Background: an optimization exercise with open tools, aiming at small area. Do not read the settings as production practice.
The RTL was checked by simulation tests, not by an equivalence proof against the original design.
Power is estimated from default activity; no workload was simulated.

### flow/config.mk
export PLATFORM = sky130hd
export DESIGN_NAME = flicker_core
export DESIGN_NICKNAME = flicker_core
export VERILOG_FILES = /design/flow/design.v
export SDC_FILE = /design/flow/constraint.sdc
export NUM_CORES = 4
export LEC_CHECK = 0
export CAP_MARGIN = 20
export CORE_MARGIN = 2
export CORE_UTILIZATION = 40
export SLEW_MARGIN = 20
### flow/constraint.sdc
create_clock -name core_clock -period 20.0 [get_ports {clk}]
set_input_delay 4.0000 -clock core_clock [delete_from_list [all_inputs] [get_ports {clk}]]
set_output_delay 4.0000 -clock core_clock [all_outputs]
set_load 0.01 [all_outputs]
### flow/design.v
module flk_filter (
    input  wire [7:0] a_ops,
    input  wire [2:0] a_cin,
    input  wire [5:0] b_ops,
    input  wire [2:0] b_cin,
    output wire [3:0] a_sum,
    output wire [3:0] b_sum
);
    assign a_sum = a_ops[0] + a_ops[1] + a_ops[2] + a_ops[3] + a_ops[4] + a_ops[5] +
                   a_ops[6] + a_ops[7] + a_cin;
    assign b_sum = b_ops[0] + b_ops[1] + b_ops[2] + b_ops[3] + b_ops[4] + b_ops[5] + b_cin;
endmodule
module flk_map (
    input  wire signed [9:0] s,
    output wire              neg,     
    output wire              over     
);
    assign neg  = (s < -10'sd171);
    assign over = (s >   10'sd84);
endmodule
module flicker_core (
    input  wire        clk,
    input  wire        rst,           
    input  wire        test_mode,     
    input  wire        ovf,           
    input  wire [31:0] seed_rdata,
    output reg         seed_we,
    output wire [31:0] seed_wdata,
    input  wire        bus_req,
    input  wire        bus_we,
    input  wire [5:0]  bus_addr,
    input  wire [1:0]  bus_size,      
    input  wire [31:0] bus_wdata,
    output reg         bus_ack,
    output reg         bus_err,
    output wire [31:0] bus_rdata,
    output wire [7:0]  duty,
    output reg         duty_we
);
    localparam [31:0] POLY = 32'hA3AC183C;
    localparam [3:0] S_IDLE = 4'd0, S_INIT = 4'd1, S_SWAP = 4'd2, S_ARGW = 4'd3,
                     S_STEP = 4'd4, S_RESW = 4'd5, S_FB   = 4'd6, S_FC   = 4'd7,
                     S_MAP  = 4'd8, S_COPY = 4'd9, S_SWB  = 4'd10;
    localparam [2:0] O_NONE = 3'd0, O_DRAW = 3'd1, O_NORMAL = 3'd2, O_FILTER = 3'd3,
                     O_UPDATE = 3'd4, O_RUN = 3'd5, O_MAP = 3'd6, O_TAKE = 3'd7;
    reg  [4:0]  ph;
    reg         boot;
    reg         mode_test;
    reg  [3:0]  slot;
    reg  [2:0]  opc;           
    reg  [31:0] lfsr;
    reg  [31:0] arg, z1, z2, seedw;
    reg  [15:0] res;           
    reg  [7:0]  duty_q;
    reg         tick;
    reg  [3:0]  cnt;           
    reg         err;
    reg  [2:0]  cause;
    reg  [7:0]  ac;            
    reg  [3:0]  kc;            
    reg         cy1;           
    reg         sg1;           
    reg  [2:0]  ycy;           
    reg  [2:0]  acy, bcy;      
    reg         ysgn;          
    reg         z2sgn;         
    reg  [2:0]  yd;            
    assign duty = duty_q;
    wire last = (ph == 5'd31);
    wire idle = (slot == S_IDLE) && !boot;
    wire [32:0] sc;
    assign sc[0] = 1'b1;
    genvar gi;
    generate for (gi = 0; gi < 32; gi = gi + 1) begin : g_inc
        assign sc[gi+1] = sc[gi] & seed_rdata[gi];
    end endgenerate
    wire [31:0] s0 = (seed_rdata ^ sc[31:0]) | {31'd0, sc[32]};
    assign seed_wdata = lfsr;    
    wire       bus_legal = (bus_size == 2'd2) && (bus_addr[1:0] == 2'b00);
    wire [3:0] word      = bus_addr[5:2];
    wire [3:0] cmd_op    = bus_wdata[15:12];
    wire [3:0] cmd_n     = bus_wdata[11:8];
    wire [7:0] cmd_imm   = bus_wdata[7:0];
    reg  [2:0] cmd_cause;
    always @(*) begin
        if (!mode_test)                                cmd_cause = 3'd1;
        else if (bus_wdata[31:16] != 16'd0)            cmd_cause = 3'd2;
        else if (cmd_op >= 4'h9)                       cmd_cause = 3'd3;
        else if (cmd_op == 4'h2 && cmd_n > 4'd8)       cmd_cause = 3'd4;
        else if (cmd_op != 4'h2 && cmd_n != 4'd0)      cmd_cause = 3'd5;
        else if (cmd_op != 4'h4 && cmd_imm != 8'd0)    cmd_cause = 3'd5;
        else                                           cmd_cause = 3'd0;
    end
    wire is_cmd   = bus_we && word == 4'h0;
    wire cmd_ok   = is_cmd && cmd_cause == 3'd0;
    wire cmd_slot = cmd_ok && cmd_op != 4'h0 && cmd_op != 4'h7;
    wire rd_swap  = !bus_we && (word == 4'h1 || word == 4'h4 || word == 4'h5 ||
                                word == 4'h6 || word == 4'h9 || (word == 4'h2 && mode_test));
    wire acc_slot_kind = bus_legal && (rd_swap || (bus_we && word == 4'h1) || cmd_slot);
    wire can_acc  = idle && !bus_ack && bus_req;
    wire acc_imm  = can_acc && !acc_slot_kind;
    wire acc_slot = can_acc && acc_slot_kind && last;
    wire run_go   = idle && !mode_test && tick && last && !can_acc;
    wire ovf_ev  = (!mode_test && !boot && ovf) ||
                   (acc_imm && bus_legal && cmd_ok && cmd_op == 4'h7);
    wire expire  = (cnt == 4'd1);
    wire take_clr = (slot == S_RESW) && (opc == O_TAKE) && (ph == 5'd0);
    wire [3:0] draw_n   = bus_wdata[12] ? 4'd1 : cmd_n;    
    wire [4:0] nsteps   = (opc == O_DRAW) ? {1'b0, draw_n} : 5'd24;
    wire       stepping = (slot == S_STEP) && (ph < nsteps);
    wire       swapping = (slot == S_SWAP) || (slot == S_SWB);
    wire       rotating = swapping || (slot == S_INIT);
    wire       b        = lfsr[0];
    wire        lfsr_in = (swapping && opc == 3'd4) ? seedw[0] : lfsr[0];
    wire [31:0] lfsr_sh = {lfsr_in, lfsr[31:1]} ^
                          ({32{stepping & b}} & {1'b0, POLY[30:0]});
    wire [7:0] ka    = {kc, ac[7:4]};
    wire       xo1   = ka[ph[2:0]];
    wire       xo2   = !ph[2] && !ac[ph[1:0]];
    wire       xcin  = (ph == 5'd0) ? 1'b1 : cy1;
    wire [1:0] xsum  = xo1 + xo2 + xcin;
    wire       xcalc = (ph < 5'd8) ? xsum[0] : sg1;
    wire [4:0] wsel  = (opc == O_FILTER && ph >= 5'd8) ? 5'd7 : ph;
    wire       wbit  = bus_wdata[wsel];
    wire       xbit  = (opc == O_FILTER) ? wbit : xcalc;
    wire in_fb = (slot == S_FB);
    wire in_fc = (slot == S_FC);
    wire [3:0] ysum = z1[0] + (res[12] & (ph >= 5'd4)) + (res[11] & (ph >= 5'd5)) +
                      (res[8] & (ph >= 5'd8)) + (res[4] & (ph >= 5'd12)) +
                      ((ph == 5'd0) ? 3'd0 : ycy);
    wire ybit = ysum[0];
    wire a0, a4, a6, a8, a10, a13, a15, az;
    wire b0, b3, b5, b7, b10, b13;
    wire [2:0] acin = (in_fb && ph == 5'd18) ? 3'd4 : acy;
    wire [2:0] bcin = (in_fb && ph == 5'd22) ? 3'd4 : bcy;
    assign a0  = in_fb ? z1[14]                   : ((ph <= 5'd17) ? z1[14] : ysgn);
    assign a4  = in_fb ? (z1[10] & (ph >= 5'd22)) : ((ph <= 5'd21) ? z1[10] : ysgn);
    assign a6  = in_fb ? (z1[8]  & (ph >= 5'd24)) : ((ph <= 5'd23) ? z1[8]  : ysgn);
    assign a8  = in_fb ? (z1[6]  & (ph >= 5'd26)) : ((ph <= 5'd25) ? z1[6]  : ysgn);
    assign a10 = in_fb ? (z1[4]  & (ph >= 5'd28)) : ((ph <= 5'd27) ? z1[4]  : ysgn);
    assign a13 = in_fb ? (z1[1]  & (ph >= 5'd31)) : ((ph <= 5'd30) ? z1[1]  : ysgn);
    assign a15 = in_fb ? 1'b0                     : (yd[0] & (ph >= 5'd1));
    assign az  = in_fb ? 1'b0                     : ((ph <= 5'd27) ? z2[4]  : z2sgn);
    assign b0  = in_fb ? z1[10]                   : ((ph <= 5'd21) ? z1[10] : ysgn);
    assign b3  = in_fb ? (z1[7]  & (ph >= 5'd25)) : ((ph <= 5'd24) ? z1[7]  : ysgn);
    assign b5  = in_fb ? (z1[5]  & (ph >= 5'd27)) : ((ph <= 5'd26) ? z1[5]  : ysgn);
    assign b7  = in_fb ? (z1[3]  & (ph >= 5'd29)) : ((ph <= 5'd28) ? z1[3]  : ysgn);
    assign b10 = in_fb ? 1'b0                     : z1[0];
    assign b13 = in_fb ? 1'b0                     : (yd[2] & (ph >= 5'd3));
    wire [3:0] asum, bsum;
    flk_filter u_filter (
        .a_ops({a0, a4, !a6, !a8, !a10, !a13, a15, az}), .a_cin(acin),
        .b_ops({!b0, !b3, b5, b7, !b10, !b13}),           .b_cin(bcin),
        .a_sum(asum), .b_sum(bsum)
    );
    wire y16b = (ph <= 5'd15) ? z1[8] : sg1;
    wire neg_c, over_c;
    flk_map u_map (.s(res[15:6]), .neg(neg_c), .over(over_c));
    wire       neg   = (ph == 5'd0) ? neg_c  : ysgn;
    wire       over  = (ph == 5'd0) ? over_c : z2sgn;
    wire [7:0] K171  = 8'd171;
    wire [1:0] tsum  = res[6] + K171[ph[2:0]] + ((ph == 5'd0) ? 1'b0 : cy1);
    wire       dbit  = (ph < 5'd8) && !neg && (over || tsum[0]);
    reg rbit;
    always @(*) begin
        case (opc)
            3'd1:    rbit = arg[0];
            3'd4:    rbit = lfsr[0];
            3'd5:    rbit = z1[0];
            3'd6:    rbit = z2[0];
            default: rbit = seedw[0];
        endcase
    end
    reg [7:0] small_v;
    always @(*) begin
        case (word)
            4'h3:    small_v = {1'b0, cause, err, 1'b0, tick, mode_test};
            4'h7:    small_v = {3'd0, cnt == 4'd0, cnt};
            4'h8:    small_v = duty_q;
            4'hA:    small_v = 8'h10;
            4'hB:    small_v = 8'h40;
            default: small_v = 8'd0;
        endcase
    end
    wire cfg0 = (word == 4'hA);
    wire show = (slot == S_SWB);
    wire show_res = show && (opc == 3'd2);
    assign bus_rdata = show_res ? {{16{res[15]}}, res} :
                       show ? seedw :
                       {9'd0, cfg0, 1'b0, cfg0, 1'b0, cfg0, 10'd0, small_v};
    reg resw_b;
    always @(*) begin
        case (opc)
            O_NORMAL: resw_b = xcalc;
            O_TAKE:   resw_b = (ph == 5'd0) && tick;
            default:  resw_b = (ph < 5'd8) && ac[ph[2:0]];
        endcase
    end
    reg z1_in, z2_in, arg_in, res_in, seed_in;
    always @(*) begin
        z1_in   = z1[0];
        z2_in   = z2[0];
        arg_in  = arg[0];
        res_in  = res[0];
        seed_in = seedw[0];
        case (slot)
            S_INIT: begin
                z1_in = 1'b0; z2_in = 1'b0; arg_in = 1'b0; res_in = 1'b0;
                seed_in = lfsr[0];
            end
            S_ARGW: arg_in = wbit;
            S_SWAP, S_SWB: begin
                seed_in = rbit;
                case (opc)
                    3'd1: arg_in = seedw[0];
                    3'd5: z1_in  = seedw[0];
                    3'd6: z2_in  = seedw[0];
                    default: ;
                endcase
            end
            S_RESW: res_in = resw_b;
            S_FB:   begin z1_in = ybit; res_in = xbit; end
            S_FC:   begin z1_in = asum[0]; z2_in = bsum[0]; res_in = y16b; end
            S_MAP:  res_in = dbit;
            S_COPY: res_in = arg[0];
            default: ;
        endcase
    end
    always @(posedge clk) begin
        z1        <= {z1_in,   z1[31:1]};
        z2        <= {z2_in,   z2[31:1]};
        arg       <= {arg_in,  arg[31:1]};
        res       <= {(ph[4] && slot != S_FB) ? res[0] : res_in, res[15:1]};
        seedw     <= {seed_in, seedw[31:1]};
        cy1   <= (slot == S_MAP) ? tsum[1] : xsum[1];
        if (slot == S_FC ? (ph == 5'd15) : (ph == 5'd7))
            sg1 <= (slot == S_FC) ? z1[8] : xsum[0];
        ycy   <= ysum[3:1];
        acy   <= asum[3:1];
        bcy   <= bsum[3:1];
        if (in_fb && last) ysgn <= ybit;
        else if (slot == S_MAP && ph == 5'd0) ysgn <= neg_c;
        if (ph == 5'd0) z2sgn <= (slot == S_MAP) ? over_c : z2[31];
        yd    <= {yd[1:0], z1[0]};
    end
    always @(posedge clk) begin
        if (rst) begin
            ph        <= 5'd31;
            boot      <= 1'b1;
            mode_test <= test_mode;
            slot      <= S_IDLE;
            opc       <= O_NONE;
            tick      <= 1'b0;
            cnt       <= 4'd0;
            err       <= 1'b0;
            cause     <= 3'd0;
            bus_ack   <= 1'b0;
            bus_err   <= 1'b0;
            duty_we   <= 1'b0;
            seed_we   <= 1'b0;
        end else begin
            seed_we <= boot;
            ph      <= ph + 5'd1;
            bus_ack <= 1'b0;
            bus_err <= 1'b0;
            duty_we <= 1'b0;
            if (boot) begin
                boot <= 1'b0;
                slot <= S_INIT;      
            end
            if (ovf_ev)
                cnt <= cnt - 4'd1;
            if (ovf_ev && expire)
                tick <= 1'b1;
            else if (run_go || take_clr)
                tick <= 1'b0;
            if (acc_imm) begin
                bus_ack <= 1'b1;
                if (!bus_legal)
                    bus_err <= 1'b1;
                else if (is_cmd && cmd_cause != 3'd0) begin
                    err   <= 1'b1;
                    cause <= cmd_cause;
                end else if (bus_we && word == 4'h3 && bus_wdata[3]) begin
                    err   <= 1'b0;
                    cause <= 3'd0;
                end
            end
            if (acc_slot) begin
                ac <= 8'd0;
                kc <= 4'd7;
                if (!bus_we) begin
                    slot <= S_SWAP; opc <= word[3] ? 3'd0 : word[2:0];
                end else if (word == 4'h1) begin
                    slot <= S_ARGW; opc <= O_NONE;
                end else begin
                    case (cmd_op)
                        4'h1, 4'h2: begin slot <= S_STEP; opc <= O_DRAW;   end
                        4'h3:       begin slot <= S_STEP; opc <= O_NORMAL; end
                        4'h4:       begin slot <= S_FB;   opc <= O_FILTER; end
                        4'h5:       begin slot <= S_COPY; opc <= O_MAP;    end
                        4'h6:       begin slot <= S_STEP; opc <= O_UPDATE; end
                        default:    begin slot <= S_RESW; opc <= O_TAKE;   end
                    endcase
                end
            end else if (run_go) begin
                ac   <= 8'd0;
                kc   <= 4'd7;
                slot <= S_STEP;
                opc  <= O_RUN;
            end else if (last) begin
                case (slot)
                    S_INIT: slot <= S_IDLE;
                    S_SWAP: begin
                        slot    <= S_SWB;
                        bus_ack <= 1'b1;
                    end
                    S_SWB:  slot <= S_IDLE;
                    S_ARGW, S_RESW: begin
                        slot    <= S_IDLE;
                        bus_ack <= 1'b1;
                    end
                    S_STEP: slot <= (opc == O_DRAW || opc == O_NORMAL) ? S_RESW : S_FB;
                    S_FB:   slot <= S_FC;
                    S_FC: begin
                        if (opc == O_FILTER) begin
                            slot    <= S_IDLE;
                            bus_ack <= 1'b1;
                        end else
                            slot <= S_MAP;
                    end
                    S_COPY: slot <= S_MAP;
                    S_MAP: begin
                        slot <= S_IDLE;
                        if (opc != O_RUN) bus_ack <= 1'b1;
                        if (opc != O_MAP) begin
                            duty_q  <= res[8:1];
                            duty_we <= 1'b1;
                        end
                    end
                    default: ;
                endcase
            end
            if (stepping) begin
                if (opc == O_DRAW || ph >= 5'd16)
                    ac <= {ac[6:0], b};
                else if (b)
                    kc <= kc + 4'd1;
            end
        end
    end
    always @(posedge clk) begin
        if (!rst && boot)
            lfsr <= s0;
        else if (!rst && (stepping || rotating))
            lfsr <= lfsr_sh;
    end
endmodule
### flow/flow/run.sh
#!/bin/bash
# ORFS layout with three changes, each tool's output in a log here:
#  - synthesis maps logic with an area-oriented ABC script (flow/abc_area.script);
#    the registers are those of the standard synthesis (dfflibmap runs before ABC);
#  - every port still gets a buffer, of the smallest drive (buf_1);
#  - the clock tree uses small clock buffers and no dummy loads.
set -uo pipefail
HERE=$(pwd)
rm -rf scripts_mod
cp -r "$FLOW_HOME/scripts" scripts_mod
cp flow/abc_area.script scripts_mod/abc_area.script
export BUFFER_PORTS_ARGS="-buffer_cell sky130_fd_sc_hd__buf_1"
export CTS_ARGS="-sink_clustering_enable -repair_clock_nets -dont_use_dummy_load -buf_list sky130_fd_sc_hd__clkbuf_2"
bash standard.sh SCRIPTS_DIR="$HERE/scripts_mod" ABC_AREA=1 finish > standard_flow.log 2>&1
status=$?
rm -rf scripts_mod
exit $status
### flow/flow/abc_area.script
strash
&get -n
&deepsyn -T 60
&put
&get -n
&dch -f
&nf -R 1000 -p -a
&put
### flow/standard.sh
#!/bin/bash
# synth_recipe.tcl (not shown) runs the flow's synth.tcl, then flattens the netlist and writes it again
# the make line also repeats each setting of config.mk as NAME=value (left out here)
make -C /OpenROAD-flow-scripts/flow DESIGN_CONFIG=/design/flow/config.mk WORK_HOME=/design/flow/orfs CLKGATE_MAP_FILE= SYNTH_SCRIPT=/design/flow/synth_recipe.tcl "${@:-finish}"
==> results of run 1 <==
-- cell usage after synthesis, types with 19 or more instances --
cell      instances
edfxtp_1         56
o21ai_0          42
clkinv_1         38
ha_1             64
a21o_1           26
dfxtp_1         183
nand3_1          19
nor2_1          116
o22ai_1          21
a21oi_1          41
nand2_1          82
nor3_1           21
-- power groups by stage --
stage / logic, mW / clock network (mW) / registers (mW)
finish: 0.230 / 0.245 / 0.561
global route: 0.266 / 0.281 / 0.566
CTS: 0.232 / 0.259 / 0.561
detailed placement: 0.230 / 0 / 0.572
global placement: 0.225 / 0 / 0.571
floorplan: 0.164 / 0 / 0.566
-- layout make-up --
cell class              count  area (um2)
fillers                  2257       12500
diodes                      2        5.00
flip-flops and latches    239        5350
multi-input cells         618        4080
inverters                  38         143
well taps                 319         399
repair buffers            165         684
clock buffers              61         305
-- placed cells by master (no fill, tap or decap), types with 26 or more instances in the layout --
cell,n
clkinv_1,38
ha_1,64
edfxtp_1,56
a21o_1,26
o21ai_0,42
nor2_1,115
buf_1,153
a21oi_1,40
clkbuf_2,61
nand2_1,82
dfxtp_1,183
-- layer usage --
metal	share of wire, %	track usage [%]	up-vias	routed length [um]
li1	-	-	3728	-
met1	47	28.3	3668	11300
met2	42	26.7	322	10000
met3	9.1	4.60	38	2190
met4	1.8	6.05	0	428
met5	0	0	-	0
-- registers in the layout (all words and copies together) (netlist names), 3 cells and up --
name	cells
acy	3
slot	4
z2	32
ac	8
z1	32
bcy	3
cnt	4
lfsr	32
yd	3
duty_q	8
cause	3
kc	4
arg	32
res	16
seedw	32
ph	5
ycy	3
opc	3
-- logic make-up (layout without fill, tap and decap cells) --
family	Yosys count	in the layout
buf+inv	39	264
mux	5	5
compound gates	217	217
flops	239	239
simple gates	311	311
xor+xnor	8	8
fa+ha+maj	77	77
other cells	0	2
-- metrics by stage --
| step | power (mW) | cells | util [%] |
|---|---|---|---|
| floorplan | 0.730 | 896 | - |
| global placement | 0.796 | 1378 | 45.2 |
| detailed placement | 0.802 | 1378 | 45.2 |
| CTS | 1.05 | 1439 | 46.5 |
| global route | 1.11 | 1441 | 46.7 |
| finish | 1.04 | 1442 | 46.7 |
-- worst max-delay path: cells and delay by family --
family                 cells  cell delay, ns
buffers and inverters      2            0.47
AND/OR/NAND/NOR            3            1.04
AO/OA/AOI/OAI              2            0.34
-- worst paths after layout --
kind	start	endpoint	slack (ns)	cells past startpoint
hold reg to reg	z1[26]	z1[25]	0.16	0
setup reg to reg	slot[3]	acy[0]	14.74	16
hold / removal	z1[26]	z1[25]	0.16	0
setup / recovery	bus_addr[2]	bus_rdata[4]	10.14	7
==> flow_metrics.tcl, run 1 <==
set metrics [dict create \
    clock_power_share_pct 23.7 \
    crit_type "in2out" \
    synth-adder-area-share_pct 11.1 \
    tns_ns 0 \
    place.gp.congestion 0.969 \
    timing.final.ws_setup_ns 10.14 \
    synth-simple-area-share_pct 14.9 \
    synth_ff_type "dfxtp_1" \
    vdd_drop_max_uv 51.1 \
    cts.sinks 239 \
    hold_viol_final 0 \
    cts.htree.levels 2 \
    vias 7756 \
    power_density_nw_per_um2 94.5 \
    hp-class "reg2reg" \
    outcome "finished clean" \
    fin_crit_sh_pct 49.3 \
    p_int_mw 0.712 \
    start_util_pct 40.7 \
    critPathMaxFanout 10 \
    synth_top_area_share_pct 38.3 \
    core_um2 23500 \
    p_switching_mw 0.323 \
    clockRootBuffer "clkbuf_2" \
    setup_viol 0 \
    endpoint_kind "output pin" \
    totalWireLength_um 24000 \
    grt_pass1_vias 7176 \
    path_clk_slew_ns 0.07 \
    required_ns 16.00 \
    rows 56 \
    final_cell_area_um2 11000 \
    yosys.area.top_type "dfxtp_1" \
    syn_area_per_cell_um2 10.7 \
    antenna_found_initial 2 \
    grt_max_degree 34 \
    postCtsSetupBuffers 0 \
    post_cts_resized 0 \
    cap_viol_max_count 0 \
    cts_max_path_buffers 3 \
    placed_area_um2 10600 \
    synth_xor_area_share_pct 0.733 \
    fmax_mhz 101 \
    rsz0062_at_grt "false" \
    place_ws_ns 9.79 \
    fp.dieW_um 159 \
    yosysSeqAreaShare_pct 55.9 \
    fin_crit_ns 9.86 \
    crit_slowest_cell "nor4bb_1" \
    synth_cell_types 55 \
    avgRoutedWirePerCell_um 16.6 \
    slowest_delay_ns 0.76 \
    place.port_buffers 153 \
    drtIter0Drc 632 \
    syn2layout_area_growth_pct 14.6 \
    synth_area_um2 9560 \
    syn_nets 1051 \
    synth-edff-count 56 \
    tightest_slew_ns 0.995 \
    drc_errors 0 \
    clk_latency_ns 0.89 \
    slew_violations 0 \
    critPathLaunchType "input pin" \
    whs_ns 0.160 \
    grt_pass1_wl_um 37300 \
    pwr-share-comb_pct 22.2 \
    synthTopCellsByArea "dfxtp_1 (38%), edfxtp_1 (18%), ha_1 (8.4%)" \
    syn-instance-count 896 \
    cts_tree "yes" \
    drtAntennaViolNets 0 \
    relSlewSlack_pct 33.1 \
    drive_gt1_share_pct 6.69 \
    synth_mux_area_share_pct 0.563 \
    grt_usage_pct 18.9 \
    synth_compound_area_share_pct 15.2 \
    sw_frac_of_total_pct 31.2 \
    leakage_nw 4.43 \
    synth-seq-cells 239 \
    seqPwrFrac_pct 54.1 \
    ios 154 \
    dieArea_um2 25100 \
    synthArstFlopShare_pct 0 \
    finalNetCount 1278 \
    via_per_inst 5.38 \
    synth_warnings 1 \
    cts_buffers 61 \
    cp_cell_sequence "buf_1, nand2_1, nor4bb_1, a32o_1, a221oi_1, nand2_1, buf_1" \
    synth_top_family_by_area "compound AO/OA/AOI/OAI gates" \
    hold_buffers 0 \
    cp.arrival_ns 5.86 \
    fin_skew_ns 0.218 \
    drtPass1Iterations 5 \
    grt_overflow 0 \
    die_y_um 159 \
    hpwl_um 17400 \
]
==> run 2: changes to the inputs <==
--- a/flow/flow/run.sh
+++ b/flow/flow/run.sh
@@ -2,3 +2,4 @@
 # ORFS layout with three changes, each tool's output in a log here:
-#  - synthesis maps logic with an area-oriented ABC script (flow/abc_area.script);
+#  - synthesis maps all logic, adders included, with an area-oriented ABC
+#    script (flow/abc_area.script) instead of pre-mapping adder cells;
 #    the registers are those of the standard synthesis (dfflibmap runs before ABC);
@@ -13,3 +14,3 @@
 export CTS_ARGS="-sink_clustering_enable -repair_clock_nets -dont_use_dummy_load -buf_list sky130_fd_sc_hd__clkbuf_2"
-bash standard.sh SCRIPTS_DIR="$HERE/scripts_mod" ABC_AREA=1 finish > standard_flow.log 2>&1
+bash standard.sh SCRIPTS_DIR="$HERE/scripts_mod" ABC_AREA=1 ADDER_MAP_FILE= finish > standard_flow.log 2>&1
 status=$?
==> flow/flow/abc_area.script (replaced) <==
strash
&get -n
&deepsyn -I 3 -T 150
&put
&get -n
&dch -f
&nf -R 1000 -p -a
&put
==> run 2 against run 1 <==
Cell area decreased by 4.8%. Flip-flop and latch count unchanged. Sequential share of layout area increased by 2.5 points. Synthesized cell count decreased by 0.11%. Worst hold slack improved by 0.15 ns. First-iteration DRC count decreased by 17%. Total power decreased by 7.2%. Maximum frequency increased by 4.1%. Largest cell class unchanged. Utilization decreased by 0.32 points. Highest routed layer unchanged. Critical path type unchanged.
==> flow_metrics.tcl, run 2 <==
set metrics [dict create \
    ios 154 \
    setup_viol 0 \
    relSlewSlack_pct 40.5 \
    power_density_nw_per_um2 92.1 \
    grt_pass1_vias 7252 \
    avgRoutedWirePerCell_um 17.4 \
    critPathMaxFanout 8 \
    drtAntennaViolNets 0 \
    synth_warnings 1 \
    grt_max_degree 43 \
    drc_errors 0 \
    tightest_slew_ns 0.893 \
    endpoint_kind "output pin" \
    crit_type "in2out" \
    worstRegToRegCells 14 \
    fin_crit_ns 9.47 \
    rows 55 \
    dieArea_um2 24000 \
    post_cts_resized 0 \
    rr_endpoint "acy[1]" \
    postCtsSetupBuffers 0 \
    cap_viol_max_count 0 \
    fp.dieW_um 155 \
    hold_path_depth 0 \
    cts_buffers 58 \
    drtPass1Iterations 6 \
    worst_hold_startpoint "arg[26]" \
    rsz0062_at_grt "false" \
    hpwl_um 17600 \
    critPathLaunchType "input pin" \
    core_um2 22500 \
    die_y_um 155 \
    synth_ff_type "dfxtp_1" \
    cts_tree "yes" \
    grt_overflow 0 \
    fin_crit_sh_pct 47.4 \
    fmax_mhz 106 \
    synth_area_um2 9130 \
    cts_max_path_buffers 3 \
    p_switching_mw 0.290 \
    leakage_nw 3.99 \
    start_util_pct 40.6 \
    r2r_slack_ns 16.00 \
    vdd_drop_max_uv 42.9 \
    slew_violations 0 \
    antenna_found_initial 1 \
    p_int_mw 0.672 \
    yosysMostFrequentCell "dfxtp_1" \
    hold_end "arg[25]" \
    final_common_cell "dfxtp_1" \
    reg2reg_from "slot[2]" \
    syn2layout_area_growth_pct 14.3 \
    yosys.area.top_type "dfxtp_1" \
    synthTopCellsByCount "dfxtp_1 (183), nand2_1 (93), nor2_1 (83)" \
    clock_power_share_pct 24.9 \
    power_mw 0.961 \
    grt_usage_pct 19.9 \
    syn_area_per_cell_um2 10.2 \
    via_per_inst 5.47 \
    cp.arrival_ns 5.47 \
    drtIter0Drc 522 \
    syn_nets 973 \
    synthTopCellsByArea "dfxtp_1 (40%), edfxtp_1 (18%), a21oi_1 (4.2%)" \
    clockRootBuffer "clkbuf_2" \
    finalNetCount 1192 \
    vias 7649 \
    yosysSeqAreaShare_pct 58.6 \
    clk_latency_ns 0.80 \
    totalWireLength_um 24300 \
    sw_frac_of_total_pct 30.1 \
    path_clk_slew_ns 0.10 \
    grt_pass1_wl_um 38000 \
    seqPwrFrac_pct 57.7 \
    cts.sinks 239 \
    drive_gt1_share_pct 5.94 \
    synthArstFlopShare_pct 0 \
    hp-class "reg2reg" \
    fin_skew_ns 0.108 \
    synth-edff-count 56 \
    tns_ns 0 \
    hold_buffers 0 \
    mostFrequentLayoutCells "dfxtp_1 (183), buf_1 (153), nand2_1 (93)" \
    cts.htree.levels 2 \
    synth-seq-cells 239 \
    syn-instance-count 895 \
    synth_top_area_share_pct 40.1 \
    pwr-share-comb_pct 17.4 \
    hold_viol_final 0 \
    synth_cell_types 52 \
    required_ns 16.00 \
    place.gp.congestion 0.871 \
    place.port_buffers 153 \
    outcome "finished clean" \
]
[run 2: kinds of logic (layout without fill, tap and decap cells)]
kind of cell	count (synthesis)	count (layout)	share of synthesized area [%]
AND/OR/NAND/NOR	317	317	16.6
AO/OA/AOI/OAI	280	280	20.0
flip-flops	239	239	58.6
XOR/XNOR	35	35	3.36
buffers and inverters	18	235	0.782
multiplexers	6	6	0.658
other	0	1	0
[run 2: cell type report]
type	instances	area (um2)
fill	2186	12100
sequential	239	5350
multi-input combinational	638	3720
timing repair buffer	160	654
tap	285	357
clock buffer	58	290
inverter	17	63.8
antenna	1	2.50
[run 2: critical path: stages]
cell	delay, ns
buf_1	0.17
nor2_1	0.22
nand3_1	0.13
nor2_1	0.46
a222oi_1	0.17
o31ai_1	0.13
buf_1	0.18
[run 2: worst max-delay path by stage]
stage	startpoint	to	slack, ns	depth (start not counted)
global route	bus_addr[2]	bus_rdata[6]	10.39	7
detailed placement	bus_addr[2]	bus_rdata[6]	10.56	7
CTS	bus_addr[2]	bus_rdata[6]	10.55	7
floorplan	bus_addr[2]	bus_rdata[1]	11.20	5
global placement	bus_addr[2]	bus_rdata[6]	10.58	7
finish	bus_addr[2]	bus_rdata[6]	10.53	7
[run 2: routing by layer]
| metal | global-route usage, % | up-vias | wire length [um] |
|---|---|---|---|
| li1 | - | 3780 | - |
| met1 | 27.8 | 3574 | 11600 |
| met2 | 30.4 | 257 | 10700 |
| met3 | 5.01 | 38 | 1610 |
| met4 | 6.53 | 0 | 440 |
| met5 | 0 | - | 0 |
[run 2: power by group through the flow]
stage | Clock [mW] | Sequential, mW | Combinational (mW)
global route | 0.274 | 0.559 | 0.188
CTS | 0.252 | 0.554 | 0.166
global placement | 0 | 0.565 | 0.162
floorplan | 0 | 0.559 | 0.121
finish | 0.240 | 0.555 | 0.167
detailed placement | 0 | 0.565 | 0.165
[run 2: per-stage QoR]
step           setup slack (ns)  std cells  hold slack [ns]  utilization (%)  area (um2)
6_report                  10.53       1398            0.311             46.4       10400
5_1_grt                   10.39       1398            0.281             46.4       10400
4_1_cts                   10.55       1396            0.276             46.2       10400
3_3_place_gp              10.58       1337            0.310             44.9       10100
2_1_floorplan             11.20        895            0.310                -        9130
3_5_place_dp              10.56       1338            0.312             44.9       10100
==> run 3: changes to the inputs <==
--- a/flow/design.v
+++ b/flow/design.v
@@ -26,3 +26,3 @@
     input  wire [31:0] seed_rdata,
-    output reg         seed_we,
+    output wire        seed_we,
     output wire [31:0] seed_wdata,
@@ -34,3 +34,3 @@
     output reg         bus_ack,
-    output reg         bus_err,
+    output wire        bus_err,
     output wire [31:0] bus_rdata,
@@ -42,3 +42,3 @@
                      S_STEP = 4'd4, S_RESW = 4'd5, S_FB   = 4'd6, S_FC   = 4'd7,
-                     S_MAP  = 4'd8, S_COPY = 4'd9, S_SWB  = 4'd10;
+                     S_MAP  = 4'd8, S_COPY = 4'd9, S_SWB  = 4'd10, S_BOOT = 4'd11;
     localparam [2:0] O_NONE = 3'd0, O_DRAW = 3'd1, O_NORMAL = 3'd2, O_FILTER = 3'd3,
@@ -46,3 +46,2 @@
     reg  [4:0]  ph;
-    reg         boot;
     reg         mode_test;
@@ -69,3 +68,4 @@
     wire last = (ph == 5'd31);
-    wire idle = (slot == S_IDLE) && !boot;
+    wire idle = (slot == S_IDLE);
+    wire boot = (slot == S_BOOT);    
     wire [32:0] sc;
@@ -78,2 +78,3 @@
     assign seed_wdata = lfsr;    
+    assign seed_we    = (slot == S_INIT) && (ph == 5'd0);
     wire       bus_legal = (bus_size == 2'd2) && (bus_addr[1:0] == 2'b00);
@@ -186,5 +187,7 @@
     wire show = (slot == S_SWB);
+    assign bus_err = bus_ack && !bus_legal;
     wire show_res = show && (opc == 3'd2);
-    assign bus_rdata = show_res ? {{16{res[15]}}, res} :
-                       show ? seedw :
+    wire show_sw  = show && (opc != 3'd2);
+    assign bus_rdata = ({32{show_sw}} & seedw) |
+                       ({32{show_res}} & {{16{res[15]}}, res}) |
                        {9'd0, cfg0, 1'b0, cfg0, 1'b0, cfg0, 10'd0, small_v};
@@ -248,5 +251,4 @@
             ph        <= 5'd31;
-            boot      <= 1'b1;
             mode_test <= test_mode;
-            slot      <= S_IDLE;
+            slot      <= S_BOOT;
             opc       <= O_NONE;
@@ -257,15 +259,9 @@
             bus_ack   <= 1'b0;
-            bus_err   <= 1'b0;
             duty_we   <= 1'b0;
-            seed_we   <= 1'b0;
         end else begin
-            seed_we <= boot;
             ph      <= ph + 5'd1;
             bus_ack <= 1'b0;
-            bus_err <= 1'b0;
             duty_we <= 1'b0;
-            if (boot) begin
-                boot <= 1'b0;
+            if (boot)
                 slot <= S_INIT;      
-            end
             if (ovf_ev)
@@ -279,3 +275,3 @@
                 if (!bus_legal)
-                    bus_err <= 1'b1;
+                    ;    
                 else if (is_cmd && cmd_cause != 3'd0) begin
--- a/flow/config.mk
+++ b/flow/config.mk
@@ -7,5 +7,5 @@
 export LEC_CHECK = 0
-export CAP_MARGIN = 20
+export CAP_MARGIN = 5
 export CORE_MARGIN = 2
-export CORE_UTILIZATION = 40
-export SLEW_MARGIN = 20
+export CORE_UTILIZATION = 55
+export SLEW_MARGIN = 5
==> run 3 against run 2 <==
Synthesized cell count is 1.1% higher. Flip-flop and latch count is 3 lower. Global-route usage is 5.6 points higher. Clock skew is 0.037 ns lower. Critical endpoint is now bus_rdata[0]. Area after synthesis stayed put.
==> flow_metrics.tcl, run 3 <==
set metrics [dict create \
    required_ns 16.00 \
    outcome "finished clean" \
    rsz0062_at_grt "false" \
    slew_violations 0 \
    synthTopCellsByCount "dfxtp_1 (180), nand2_1 (120), nor2_1 (73)" \
    final_util_pct 62.9 \
    finalNetCount 1200 \
    fin_crit_sh_pct 48.1 \
    synth-seq-cells 236 \
    synth_warnings 1 \
    yosysMostFrequentCell "dfxtp_1" \
    final_common_cell "dfxtp_1" \
    fin_skew_ns 0.0712 \
    crit_slowest_cell "nor2b_1" \
    yosysSeqAreaShare_pct 57.9 \
    synthArstFlopShare_pct 0 \
    placed_area_um2 10000 \
    syn-instance-count 905 \
    synth_area_um2 9130 \
    cap_viol_max_count 0 \
    setup_viol 0 \
    fp.dieW_um 133 \
    leakage_nw 3.92 \
    place.gp.congestion 0.898 \
    drc_errors 0 \
    grt_usage_pct 25.5 \
    fin_crit_ns 9.61 \
    cts.htree.levels 2 \
    dieArea_um2 17600 \
    synthTopCellsByArea "dfxtp_1 (39%), edfxtp_1 (18%), nand2_1 (4.9%)" \
    avgRoutedWirePerCell_um 17.0 \
    power_density_nw_per_um2 99.6 \
    grt_pass1_vias 7143 \
    core_um2 16400 \
    synth_ff_type "dfxtp_1" \
    vias 7700 \
    via_per_inst 5.74 \
    cp_cell_sequence "buf_1, nor3b_1, nor2b_1, a222oi_1, nand2_1, buf_1" \
    path_clk_slew_ns 0.09 \
    hp-class "reg2reg" \
    grt_overflow 0 \
    grt_pass1_wl_um 36100 \
    tns_ns 0 \
    totalWireLength_um 22700 \
    hold_buffers 0 \
    critPathMaxFanout 9 \
    syn_nets 983 \
    syn_area_per_cell_um2 10.1 \
    cts_tree "yes" \
    relSlewSlack_pct 24.7 \
    clockRootBuffer "clkbuf_2" \
    path_common_cell "buf_1" \
    mostFrequentLayoutCells "dfxtp_1 (180), buf_1 (153), nand2_1 (120)" \
    place.port_buffers 153 \
    ios 154 \
    slowest_delay_ns 0.46 \
    rows 47 \
    critPathLaunchType "input pin" \
    clk_latency_ns 0.77 \
    yosys.area.top_type "dfxtp_1" \
    drive_gt1_share_pct 5.80 \
    hold_viol_final 0 \
    tightest_slew_ns 1.13 \
    drtAntennaViolNets 0 \
    start_util_pct 55.6 \
    synth_cell_types 54 \
    endpoint_kind "output pin" \
    post_cts_resized 0 \
    hpwl_um 16300 \
    die_y_um 133 \
    final_cell_area_um2 10300 \
    antenna_found_initial 1 \
    cts.sinks 236 \
    grt_max_degree 33 \
    drtIter0Drc 698 \
    drtPass1Iterations 6 \
    synth_top_area_share_pct 39.5 \
    vdd_drop_max_uv 58.7 \
    cp.arrival_ns 5.61 \
    synth-edff-count 56 \
    postCtsSetupBuffers 0 \
    fmax_mhz 104 \
    crit_type "in2out" \
    syn2layout_area_growth_pct 13.1 \
    cts_max_path_buffers 3 \
    cts_buffers 55 \
]
[run 3: changes by cell type in the layout (fill, tap and decap cells not counted), moves of 4 or more]
cell      before  now
clkinv_1      17   13
nand3_1       20   24
nand2_1       93  120
a21oi_1       75   69
nor2_1        83   72
a21o_1        26   16
nor3_1        23   15
nor2b_1       18   30
o21ai_0       57   66
o221ai_1       7    1
[run 3: stage by stage]
stage | instances | power [mW] | worst slack, ns | hold WS, ns
final | 1341 | 1.03 | 10.39 | 0.295
after global placement | 1285 | 0.803 | 10.46 | 0.310
after global routing | 1341 | 1.09 | 10.24 | 0.295
after CTS | 1340 | 1.04 | 10.45 | 0.316
after floorplan | 905 | 0.739 | 11.15 | 0.310
after detailed placement | 1285 | 0.808 | 10.46 | 0.312
[run 3: power breakdown]
part           internal [mW]  switching [mW]
clock network         0.0713           0.155
logic                 0.0873           0.130
registers              0.546          0.0378
total                  0.705           0.323
[run 3: cells by family after synthesis]
logic type	synth area share (%)
flops	57.9
simple gates	17.9
xor+xnor	3.74
compound gates	19.0
buf+inv	0.617
fa+ha+maj	0.329
mux	0.548
[run 3: worst max-delay path, delay by kind of cell]
kind                   cells  cell delay [ns]
AND/OR/NAND/NOR            3             0.98
buffers and inverters      2             0.46
AO/OA/AOI/OAI              1             0.17
[run 3: area by class of cell]
cell class                      instances  area, um2
Tap cell                              220        275
Inverter                               13       48.8
Clock buffer                           55        275
Antenna cell                            1       2.50
Multi-Input combinational cell        655       3800
Fill cell                            1488       6080
Sequential cell                       236       5290
Timing Repair Buffer                  161        634
[run 3: final timing paths]
path         cells past startpoint   startpoint  slack [ns]            to
max                              6  bus_addr[5]       10.39  bus_rdata[0]
min                              0    seedw[12]        0.29     seedw[11]
max reg2reg                     17      slot[3]       15.59        acy[1]
min reg2reg                      0    seedw[12]        0.29     seedw[11]
[run 3: per-layer routing]
metal / GRT usage, % / routed length [um] / up-vias
li1: - / - / 3779
met2: 37.9 / 9900 / 323
met3: 5.71 / 1890 / 25
met1: 37.6 / 10600 / 3573
met5: 0 / 0 / -
met4: 7.11 / 334 / 0
==> run 4: changes to the inputs <==
--- a/flow/config.mk
+++ b/flow/config.mk
@@ -7,5 +7,5 @@
 export LEC_CHECK = 0
-export CAP_MARGIN = 5
+export CAP_MARGIN = 20
 export CORE_MARGIN = 2
-export CORE_UTILIZATION = 55
-export SLEW_MARGIN = 5
+export CORE_UTILIZATION = 40
+export SLEW_MARGIN = 20
==> run 4 against run 3 <==
Still clean on timing, DRC and antenna. Maximum frequency increased by 0.16%. Count of clock-buffer cells in the layout increased by 3. Critical path depth unchanged. Area after synthesis decreased by 0.23%. Non-clock buffer count decreased by 1. Register-to-register slack improved by 0.43 ns. Synthesized cell count unchanged. Sequential power increased by 1%. Via count decreased by 1.1%. Sequential share of layout area decreased by 0.44 points. Largest cell class unchanged.
==> flow_metrics.tcl, run 4 <==
set metrics [dict create \
    drtPass1Iterations 9 \
    grt_usage_pct 19.5 \
    synth-seq-cells 236 \
    avgRoutedWirePerCell_um 16.9 \
    seq_area_um2 5290 \
    fin_crit_sh_pct 48.0 \
    start_util_pct 40.5 \
    hold_buffers 0 \
    synthTopCellsByArea "dfxtp_1 (40%), edfxtp_1 (18%), o21ai_0 (4.6%)" \
    leakage_nw 3.87 \
    grt_pass1_vias 7135 \
    setup_viol 0 \
    mostFrequentLayoutCells "dfxtp_1 (180), buf_1 (153), nand2_1 (97)" \
    critPathMaxFanout 7 \
    yosys.area.top_type "dfxtp_1" \
    slowest_delay_ns 0.49 \
    place.port_buffers 153 \
    synth_top_area_share_pct 39.6 \
    timing.final.ws_setup_ns 10.40 \
    grt_pass1_wl_um 37100 \
    drtAntennaViolNets 0 \
    drtIter0Drc 525 \
    synth-edff-count 56 \
    totalWireLength_um 23800 \
    final_common_cell "dfxtp_1" \
    reg2reg_from "slot[0]" \
    post_cts_resized 0 \
    antenna_found_initial 1 \
    die_y_um 155 \
    synth_cell_types 58 \
    critPathLaunchType "input pin" \
    crit_type "in2out" \
    tns_ns 0 \
    nFillCells 2221 \
    dieArea_um2 24000 \
    finalNetCount 1202 \
    synth_warnings 1 \
    cts_tree "yes" \
    syn2layout_area_growth_pct 14.4 \
    required_ns 16.00 \
    drive_gt1_share_pct 6.15 \
    synth_ff_type "dfxtp_1" \
    relSlewSlack_pct 40.1 \
    vdd_drop_max_uv 49.3 \
    postCtsSetupBuffers 0 \
    path_common_cell "buf_1" \
    endpoint_kind "output pin" \
    via_per_inst 5.41 \
    fin_skew_ns 0.117 \
    hold_viol_final 0 \
    power_density_nw_per_um2 101 \
    fp.dieW_um 155 \
    vias 7612 \
    ios 154 \
    tightest_slew_ns 0.898 \
    cap_viol_max_count 0 \
    place_ws_ns 10.45 \
    cts.sinks 236 \
    syn_nets 983 \
    slew_violations 0 \
    core_um2 22500 \
    yosysMostFrequentCell "dfxtp_1" \
    synthArstFlopShare_pct 0 \
    rows 55 \
    crit_slowest_cell "nor2b_1" \
    worst_hold_startpoint "z1[31]" \
    clockRootBuffer "clkbuf_2" \
    synth_area_um2 9100 \
    multi_input_comb_area_um2 3760 \
    outcome "finished clean" \
    r2r_slack_ns 16.02 \
    hp-class "reg2reg" \
    clk_latency_ns 0.80 \
    crit_buf_inv 2 \
    syn_area_per_cell_um2 10.1 \
    syn-instance-count 905 \
    cp.arrival_ns 5.60 \
    startpoint "bus_addr[5]" \
    cts.htree.levels 2 \
    fin_crit_ns 9.60 \
    cts_buffers 58 \
    fmax_mhz 104 \
    critPathTopFamily "simple AND/OR/NAND/NOR gates" \
    yosysSeqAreaShare_pct 58.1 \
    hpwl_um 17000 \
    cp_cell_sequence "buf_1, nor3b_1, nor2b_1, a22o_1, a221o_1, buf_1" \
    drc_errors 0 \
    grt_max_degree 36 \
    place.gp.congestion 0.884 \
    grt_overflow 0 \
    rsz0062_at_grt "false" \
    cts_max_path_buffers 3 \
    path_clk_slew_ns 0.10 \
    synthTopCellsByCount "dfxtp_1 (180), nand2_1 (97), nor2_1 (87)" \
]
run 4: cell types whose count changed after synthesis, moves of 6 or more:
cell / change
nor2b_1: -8
o22ai_1: +6
o21ai_0: +18
and3_1: -7
nor2_1: +14
nand2_1: -23
a211oi_1: -6
clkinv_1: +6
run 4: final timing paths:
kind | endpoint | cells past startpoint
worst min register to register | z1[30] | 0
worst max register to register | acy[1] | 16
worst max-delay path | bus_rdata[3] | 6
worst min-delay path | z1[30] | 0
run 4: logic make-up (layout without fill, tap and decap cells):
family          Yosys count  after routing  synth area share [%]
mux                       5              5                 0.605
other cells               0              1                     0
simple gates            319            319                  16.5
xor+xnor                 41             41                  3.94
fa+ha+maj                 2              2                 0.220
compound gates          282            282                  19.8
flops                   236            236                  58.1
buf+inv                  20            237                 0.866
run 4: where the power goes:
group / internal (mW) / switching [mW]
Combinational: 0.0874 / 0.133
Clock: 0.0751 / 0.161
Sequential: 0.552 / 0.0388
Total: 0.714 / 0.333
run 4: through the flow:
step | hold slack, ns | instance area, um2 | util, % | total power [mW] | cells
finish | 0.270 | 10400 | 46.3 | 1.05 | 1408
global route | 0.228 | 10400 | 46.3 | 1.12 | 1408
CTS | 0.229 | 10400 | 46.1 | 1.06 | 1406
detailed placement | 0.312 | 10100 | 44.8 | 0.816 | 1348
global placement | 0.311 | 10100 | 44.8 | 0.815 | 1347
floorplan | 0.310 | 9100 | - | 0.746 | 905
run 4: per-layer routing:
layer	track usage [%]	share of wire, %	up-vias
met3	4.29	6.0	42
met2	30.8	45	280
met4	6.61	2.1	0
li1	-	-	3777
met5	0	0	-
met1	26.6	47	3513
run 4: layout make-up:
type	count	area share, %
clock buffer	58	2.79
tap	285	3.42
antenna	1	0.0240
sequential	236	50.8
inverter	19	0.685
timing repair buffer	160	6.25
multi-input combinational	649	36.1
run 4: worst reg2reg max path: stages (launching register included):
cell and delay [ns]:
dfxtp_1 0.42, nor2_1 0.38, nand3_1 0.49, nand2_1 0.35, a31o_1 0.22, xnor2_1 0.14, nor2_1 0.08, xnor2_1 0.30
clkinv_1 0.10, o21ai_0 0.30, nor2_1 0.12, o21bai_1 0.22, xnor2_1 0.18, nor2_1 0.09, nor3_1 0.26, nor2_1 0.08
nor2_1 0.09
==> run 5: changes to the inputs <==
--- a/flow/design.v
+++ b/flow/design.v
@@ -65,3 +65,2 @@
     reg         z2sgn;         
-    reg  [2:0]  yd;            
     assign duty = duty_q;
@@ -142,3 +141,3 @@
     assign a13 = in_fb ? (z1[1]  & (ph >= 5'd31)) : ((ph <= 5'd30) ? z1[1]  : ysgn);
-    assign a15 = in_fb ? 1'b0                     : (yd[0] & (ph >= 5'd1));
+    assign a15 = in_fb ? 1'b0                     : (ycy[0] & (ph >= 5'd1));
     assign az  = in_fb ? 1'b0                     : ((ph <= 5'd27) ? z2[4]  : z2sgn);
@@ -149,3 +148,3 @@
     assign b10 = in_fb ? 1'b0                     : z1[0];
-    assign b13 = in_fb ? 1'b0                     : (yd[2] & (ph >= 5'd3));
+    assign b13 = in_fb ? 1'b0                     : (ycy[2] & (ph >= 5'd3));
     wire [3:0] asum, bsum;
@@ -240,3 +239,3 @@
             sg1 <= (slot == S_FC) ? z1[8] : xsum[0];
-        ycy   <= ysum[3:1];
+        ycy   <= in_fc ? {ycy[1:0], z1[0]} : ysum[3:1];
         acy   <= asum[3:1];
@@ -246,3 +245,2 @@
         if (ph == 5'd0) z2sgn <= (slot == S_MAP) ? over_c : z2[31];
-        yd    <= {yd[1:0], z1[0]};
     end
==> run 5 against run 4 <==
Synthesized cell count grew 0.77%. First-iteration DRC count rose by 16%. Clock power barely moved. Global-route usage grew 0.75 points. Flip-flop and latch count decreased by 3. Area after synthesis decreased by 0.22%. Sequential power hardly changed. Maximum frequency fell by 0.94%. Critical path depth unchanged.
==> flow_metrics.tcl, run 5 <==
set metrics [dict create \
    multi_input_comb_area_um2 3820 \
    required_ns 16.00 \
    hp-class "reg2reg" \
    ios 154 \
    setup_viol 0 \
    synth_top_area_share_pct 39.0 \
    power_density_nw_per_um2 101 \
    post_cts_resized 0 \
    outcome "finished clean" \
    seq_area_um2 5230 \
    syn-instance-count 912 \
    fp.dieW_um 155 \
    slew_violations 0 \
    place_ws_ns 10.36 \
    yosys.area.top_type "dfxtp_1" \
    fin_crit_sh_pct 48.4 \
    yosysMostFrequentCell "dfxtp_1" \
    p_switching_mw 0.339 \
    hold_buffers 0 \
    clockRootBuffer "clkbuf_2" \
    fin_skew_ns 0.0969 \
    synth_cell_types 59 \
    clock_power_share_pct 22.4 \
    fmax_mhz 103 \
    yosysSeqAreaShare_pct 57.5 \
    grt_pass1_wl_um 38400 \
    endpoint_kind "output pin" \
    critPathLaunchType "input pin" \
    synthTopCellsByArea "dfxtp_1 (39%), edfxtp_1 (19%), nand2_1 (5.4%)" \
    final_common_cell "dfxtp_1" \
    synth-edff-count 56 \
    dieArea_um2 23900 \
    clk_latency_ns 0.80 \
    crit_type "in2out" \
    drive_gt1_share_pct 5.94 \
    grt_pass1_vias 7340 \
    antenna_found_initial 1 \
    synth_warnings 1 \
    rsz0062_at_grt "false" \
    final_cells 1414 \
    syn_area_per_cell_um2 9.96 \
    cts.htree.levels 2 \
    synthTopCellsByCount "dfxtp_1 (177), nand2_1 (130), nor2_1 (80)" \
    place_inst 1354 \
    place.port_buffers 153 \
    place.gp.congestion 0.876 \
    sw_frac_of_total_pct 32.2 \
    drtPass1Iterations 5 \
    drtIter0Drc 610 \
    nFillCells 2233 \
    tns_ns 0 \
    cts_buffers 58 \
    start_util_pct 40.5 \
    relSlewSlack_pct 38.4 \
    tightest_slew_ns 0.922 \
    synth_ff_type "dfxtp_1" \
    hold_viol_final 0 \
    drc_errors 0 \
    vias 7805 \
    fin_crit_ns 9.69 \
    cp.arrival_ns 5.69 \
    power_mw 1.05 \
    postCtsSetupBuffers 0 \
    mostFrequentLayoutCells "dfxtp_1 (177), buf_1 (153), nand2_1 (130)" \
    grt_overflow 0 \
    vdd_drop_max_uv 49.9 \
    rows 55 \
    whs_ns 0.293 \
    grt_max_degree 38 \
    die_y_um 155 \
    p_int_mw 0.714 \
    finalNetCount 1208 \
    seqPwrFrac_pct 56.3 \
    hpwl_um 17500 \
    cts.sinks 233 \
    core_um2 22400 \
    avgRoutedWirePerCell_um 17.1 \
    critPathMaxFanout 7 \
    cap_viol_max_count 0 \
    synth_area_um2 9080 \
    syn_nets 990 \
    synthArstFlopShare_pct 0 \
    grt_usage_pct 20.2 \
    timing.final.ws_setup_ns 10.31 \
    synth-seq-cells 233 \
    cts_max_path_buffers 3 \
    syn2layout_area_growth_pct 14.3 \
    totalWireLength_um 24200 \
    via_per_inst 5.52 \
    pwr-share-comb_pct 21.2 \
    drtAntennaViolNets 0 \
    path_clk_slew_ns 0.10 \
    cts_tree "yes" \
    leakage_nw 3.94 \
]
[run 5: power by group through the flow]
| stage | combinational, mW | clock [mW] | sequential [mW] |
|---|---|---|---|
| floorplan | 0.154 | 0 | 0.594 |
| global placement | 0.218 | 0 | 0.603 |
| detailed placement | 0.220 | 0 | 0.604 |
| CTS | 0.221 | 0.250 | 0.594 |
| global route | 0.252 | 0.271 | 0.601 |
| finish | 0.224 | 0.236 | 0.593 |
[run 5: layer usage]
layer  routed length, um  vias to the layer above  track usage, %
li1                    -                     3802               -
met1               11300                     3674            28.5
met2               10700                      294            30.9
met3                1660                       35            3.98
met4                 556                        0            7.32
met5                   0                        -               0
[run 5: layout make-up]
class / count / share of cell area [%]
sequential: 233 / 50.3
multi-input combinational: 665 / 36.8
timing repair buffer: 159 / 6.16
tap: 285 / 3.43
clock buffer: 58 / 2.80
inverter: 13 / 0.470
antenna: 1 / 0.0241
[run 5: worst paths after layout]
kind | from | endpoint | slack, ns | cells after the start
setup / recovery | bus_addr[5] | bus_rdata[2] | 10.31 | 6
hold reg to reg | z2[1] | z2[0] | 0.29 | 0
hold / removal | z2[1] | z2[0] | 0.29 | 0
setup reg to reg | slot[3] | acy[2] | 15.57 | 15
[run 5: per-stage QoR]
stage | cell area, um2 | util, %
after floorplan | 9080 | -
final | 10400 | 46.3
after global routing | 10400 | 46.3
after CTS | 10400 | 46.1
after global placement | 10100 | 44.9
after detailed placement | 10100 | 44.9
[run 5: worst max-delay path: stages]
cell	delay, ns
buf_1	0.22
nor3b_1	0.41
nor2b_1	0.58
a222oi_1	0.19
nand2_1	0.11
buf_1	0.16
[run 5: cells by family (layout without fill, tap and decap cells)]
group,Yosys count,after routing,synth area share [%]
AOI/OAI and AO/OA,266,266,19.0
xor gates and xnor gates,32,32,3.09
adders and majority gates,3,3,0.331
buffers and inverters,14,230,0.620
DFF,233,233,57.5
muxes,8,8,1.05
other,0,1,0
and+or+nand+nor,356,356,18.4
==> run 6: changes to the inputs <==
--- a/flow/design.v
+++ b/flow/design.v
@@ -50,3 +50,3 @@
     reg  [31:0] lfsr;
-    reg  [31:0] arg, z1, z2, seedw;
+    reg  [31:0] arg, z1, z2;
     reg  [15:0] res;           
@@ -97,3 +97,3 @@
     wire rd_swap  = !bus_we && (word == 4'h1 || word == 4'h4 || word == 4'h5 ||
-                                word == 4'h6 || word == 4'h9 || (word == 4'h2 && mode_test));
+                                word == 4'h6 || (word == 4'h2 && mode_test));
     wire acc_slot_kind = bus_legal && (rd_swap || (bus_we && word == 4'h1) || cmd_slot);
@@ -111,5 +111,5 @@
     wire       swapping = (slot == S_SWAP) || (slot == S_SWB);
-    wire       rotating = swapping || (slot == S_INIT);
+    wire       rotating = swapping;
     wire       b        = lfsr[0];
-    wire        lfsr_in = (swapping && opc == 3'd4) ? seedw[0] : lfsr[0];
+    wire        lfsr_in = (swapping && opc == 3'd4) ? arg[0] : lfsr[0];
     wire [31:0] lfsr_sh = {lfsr_in, lfsr[31:1]} ^
@@ -166,3 +166,2 @@
         case (opc)
-            3'd1:    rbit = arg[0];
             3'd4:    rbit = lfsr[0];
@@ -170,3 +169,3 @@
             3'd6:    rbit = z2[0];
-            default: rbit = seedw[0];
+            default: rbit = arg[0];
         endcase
@@ -189,4 +188,6 @@
     wire show_sw  = show && (opc != 3'd2);
-    assign bus_rdata = ({32{show_sw}} & seedw) |
+    wire show_sd  = (word == 4'h9);
+    assign bus_rdata = ({32{show_sw}} & arg) |
                        ({32{show_res}} & {{16{res[15]}}, res}) |
+                       ({32{show_sd}} & seed_rdata) |
                        {9'd0, cfg0, 1'b0, cfg0, 1'b0, cfg0, 10'd0, small_v};
@@ -200,3 +201,3 @@
     end
-    reg z1_in, z2_in, arg_in, res_in, seed_in;
+    reg z1_in, z2_in, arg_in, res_in;
     always @(*) begin
@@ -206,3 +207,2 @@
         res_in  = res[0];
-        seed_in = seedw[0];
         case (slot)
@@ -210,3 +210,2 @@
                 z1_in = 1'b0; z2_in = 1'b0; arg_in = 1'b0; res_in = 1'b0;
-                seed_in = lfsr[0];
             end
@@ -214,7 +213,6 @@
             S_SWAP, S_SWB: begin
-                seed_in = rbit;
+                arg_in = rbit;
                 case (opc)
-                    3'd1: arg_in = seedw[0];
-                    3'd5: z1_in  = seedw[0];
-                    3'd6: z2_in  = seedw[0];
+                    3'd5: z1_in  = arg[0];
+                    3'd6: z2_in  = arg[0];
                     default: ;
@@ -235,3 +233,2 @@
         res       <= {(ph[4] && slot != S_FB) ? res[0] : res_in, res[15:1]};
-        seedw     <= {seed_in, seedw[31:1]};
         cy1   <= (slot == S_MAP) ? tsum[1] : xsum[1];
@@ -286,3 +283,3 @@
                 if (!bus_we) begin
-                    slot <= S_SWAP; opc <= word[3] ? 3'd0 : word[2:0];
+                    slot <= S_SWAP; opc <= word[2:0];
                 end else if (word == 4'h1) begin
==> run 6 against run 5 <==
Non-clock buffer count grew 3. Global-route usage grew 1.8 points. Largest cell class unchanged. Sequential share of layout area shrank 3.6 points.
==> flow_metrics.tcl, run 6 <==
set metrics [dict create \
    outcome "finished clean" \
    mostFrequentLayoutCells "buf_1 (153), dfxtp_1 (145), nand2_1 (103)" \
    vdd_drop_max_uv 49.2 \
    post_cts_resized 0 \
    synthTopCellsByCount "dfxtp_1 (145), nand2_1 (103), nor2_1 (81)" \
    fin_crit_sh_pct 48.6 \
    slew_violations 0 \
    final_cells 1364 \
    cp.depth 8 \
    endpoint_kind "output pin" \
    power_density_nw_per_um2 96.2 \
    drtIter0Drc 609 \
    drc_errors 0 \
    fmax_mhz 103 \
    tns_ns 0 \
    p_int_mw 0.626 \
    die_y_um 150 \
    cts.htree.levels 2 \
    syn_nets 954 \
    tightest_slew_ns 1.02 \
    drtAntennaViolNets 0 \
    grt_pass1_wl_um 38700 \
    cts.sinks 201 \
    sw_frac_of_total_pct 33.6 \
    cp.arrival_ns 5.72 \
    synth-edff-count 56 \
    leakage_nw 3.56 \
    hp-class "reg2reg" \
    cp_cell_sequence "buf_1, nand2_1, nor3_1, nand2_1, nand2_1, o21ai_0, nand2_1, buf_1" \
    synth_top_area_share_pct 34.0 \
    grt_max_degree 33 \
    antenna_found_initial 1 \
    fin_crit_ns 9.72 \
    via_per_inst 5.71 \
    power_mw 0.943 \
    clockRootBuffer "clkbuf_2" \
    seqPwrFrac_pct 54.9 \
    finalNetCount 1168 \
    dieArea_um2 22500 \
    critPathTopFamily "simple AND/OR/NAND/NOR gates" \
    synth_area_um2 8540 \
    path_clk_slew_ns 0.10 \
    syn_area_per_cell_um2 9.75 \
    place.port_buffers 153 \
    synth_warnings 1 \
    synthTopCellsByArea "dfxtp_1 (34%), edfxtp_1 (20%), nand2_1 (4.5%)" \
    yosysMostFrequentCell "dfxtp_1" \
    synth-seq-cells 201 \
    r2r_slack_ns 15.35 \
    critPathLaunchType "input pin" \
    setup_viol 0 \
    grt_overflow 0 \
    cap_viol_max_count 0 \
    drtPass1Iterations 5 \
    fp.dieW_um 150 \
    totalWireLength_um 25000 \
    drive_gt1_share_pct 5.88 \
    worstRegToRegCells 17 \
    hold_buffers 0 \
    cts_buffers 51 \
    avgRoutedWirePerCell_um 18.3 \
    crit_slowest_cell "nor3_1" \
    cts_tree "yes" \
    slowest_delay_ns 0.56 \
    crit_type "in2out" \
    ios 154 \
    start_util_pct 40.6 \
    postCtsSetupBuffers 0 \
    hpwl_um 18300 \
    grt_pass1_vias 7160 \
    rsz0062_at_grt "false" \
    final_common_cell "buf_1" \
    fin_skew_ns 0.126 \
    placed_area_um2 9540 \
    clock_power_share_pct 22.4 \
    final_cell_area_um2 9800 \
    vias 7784 \
    grt_usage_pct 22.0 \
    path_common_cell "nand2_1" \
    rows 53 \
    crit_buf_inv 2 \
    synthArstFlopShare_pct 0 \
    relSlewSlack_pct 31.8 \
    cts_max_path_buffers 3 \
    syn2layout_area_growth_pct 14.8 \
    place.gp.congestion 0.890 \
    hold_viol_final 0 \
    synth_ff_type "dfxtp_1" \
    synth_cell_types 57 \
    required_ns 16.00 \
    core_um2 21000 \
    p_switching_mw 0.317 \
    hold_path_depth 0 \
    place_inst 1312 \
    yosysSeqAreaShare_pct 53.7 \
    clk_latency_ns 0.82 \
    yosys.area.top_type "dfxtp_1" \
    critPathMaxFanout 12 \
    pwr-share-comb_pct 22.7 \
    syn-instance-count 876 \
]
-- run 6: area by class of cell --
class	count	area, um2
Inverter	20	75.1
Antenna cell	1	2.50
Clock buffer	51	255
Multi-Input combinational cell	654	3900
Timing Repair Buffer	162	642
Fill cell	2118	11200
Sequential cell	201	4580
Tap cell	275	344
-- run 6: final timing paths --
path                     from           end
setup / recovery  bus_addr[3]  bus_rdata[6]
hold / removal         z2[21]        z2[20]
setup reg to reg        ph[0]        acy[2]
hold reg to reg        z2[21]        z2[20]
-- run 6: routing by layer --
metal,track usage (%),routed length (um),up-vias
met3,4.67,2270,47
met5,0,0,-
met1,31.4,11400,3616
li1,-,-,3774
met4,7.45,448,0
met2,33.1,10900,347
-- run 6: logic make-up (layout without fill, tap and decap cells) --
group	after synthesis	count (layout)	share of synthesized area, %
simple gates	340	340	19.3
compound gates	271	271	21.5
flops	201	201	53.7
xor+xnor	33	33	3.38
buf+inv	21	233	0.967
mux	8	8	0.982
fa+ha+maj	2	2	0.234
other cells	0	1	0
-- run 6: per-stage QoR --
stage | setup slack (ns) | utilization, % | hold slack, ns
5_1_grt | 10.07 | 46.6 | 0.274
3_5_place_dp | 10.31 | 45.4 | 0.312
2_1_floorplan | 10.41 | - | 0.310
4_1_cts | 10.31 | 46.6 | 0.254
3_3_place_gp | 10.37 | 45.4 | 0.311
6_report | 10.28 | 46.6 | 0.264
-- run 6: power by group through the flow --
stage	sequential [mW]	combinational [mW]	clock (mW)
floorplan	0.515	0.150	0
detailed placement	0.526	0.212	0
global placement	0.526	0.209	0
CTS	0.517	0.214	0.221
finish	0.517	0.214	0.211
global route	0.524	0.242	0.237
-- run 6: worst register-to-register path: cells and delay by family (launching register included) --
family                    cells  cell delay [ns]
DFF                           1             0.72
and+or+nand+nor              11             2.43
muxes                         1             0.29
AOI/OAI and AO/OA             2             0.50
xor gates and xnor gates      3             0.62

## port drivers added, routing unchanged
In the flow no input, the clock included, has a driving cell. The finished layouts below were timed again as built, in two steps.
Step 1 (the two cells are an assumption about what drives the block):
set clk [get_ports {clk}]
set_driving_cell -lib_cell sky130_fd_sc_hd__clkbuf_16 $clk
set_driving_cell -lib_cell sky130_fd_sc_hd__buf_2 [delete_from_list [all_inputs] $clk]
Step 2 times the ports against the registers' clock, not the clock port: input delays grow and output delays shrink by t, the midpoint of the rising clock arrivals with the driver on.
Slacks: ideal ports / drivers / drivers and shift; pairs: ideal ports / drivers.
run	shift t [ns]	setup slack, ns	worst slew at a driven data input, ns	pins driven straight from the clock port
run 1	0.826	10.144 / 10.108 / 9.781	0.05	1
run 2	0.787	10.528 / 10.505 / 10.505	0.06	1
run 3	0.774	10.386 / 10.363 / 10.363	0.05	1
run 4	0.785	10.402 / 10.381 / 10.381	0.06	1
run 5	0.789	10.310 / 10.282 / 10.282	0.06	1
run 6	0.790	10.279 / 10.247 / 10.247	0.06	1
After both steps setup and hold are still met in every run listed. The setup slack of run 1, which loses most, moves by -0.036 ns with the drivers and by -0.363 ns with both steps.
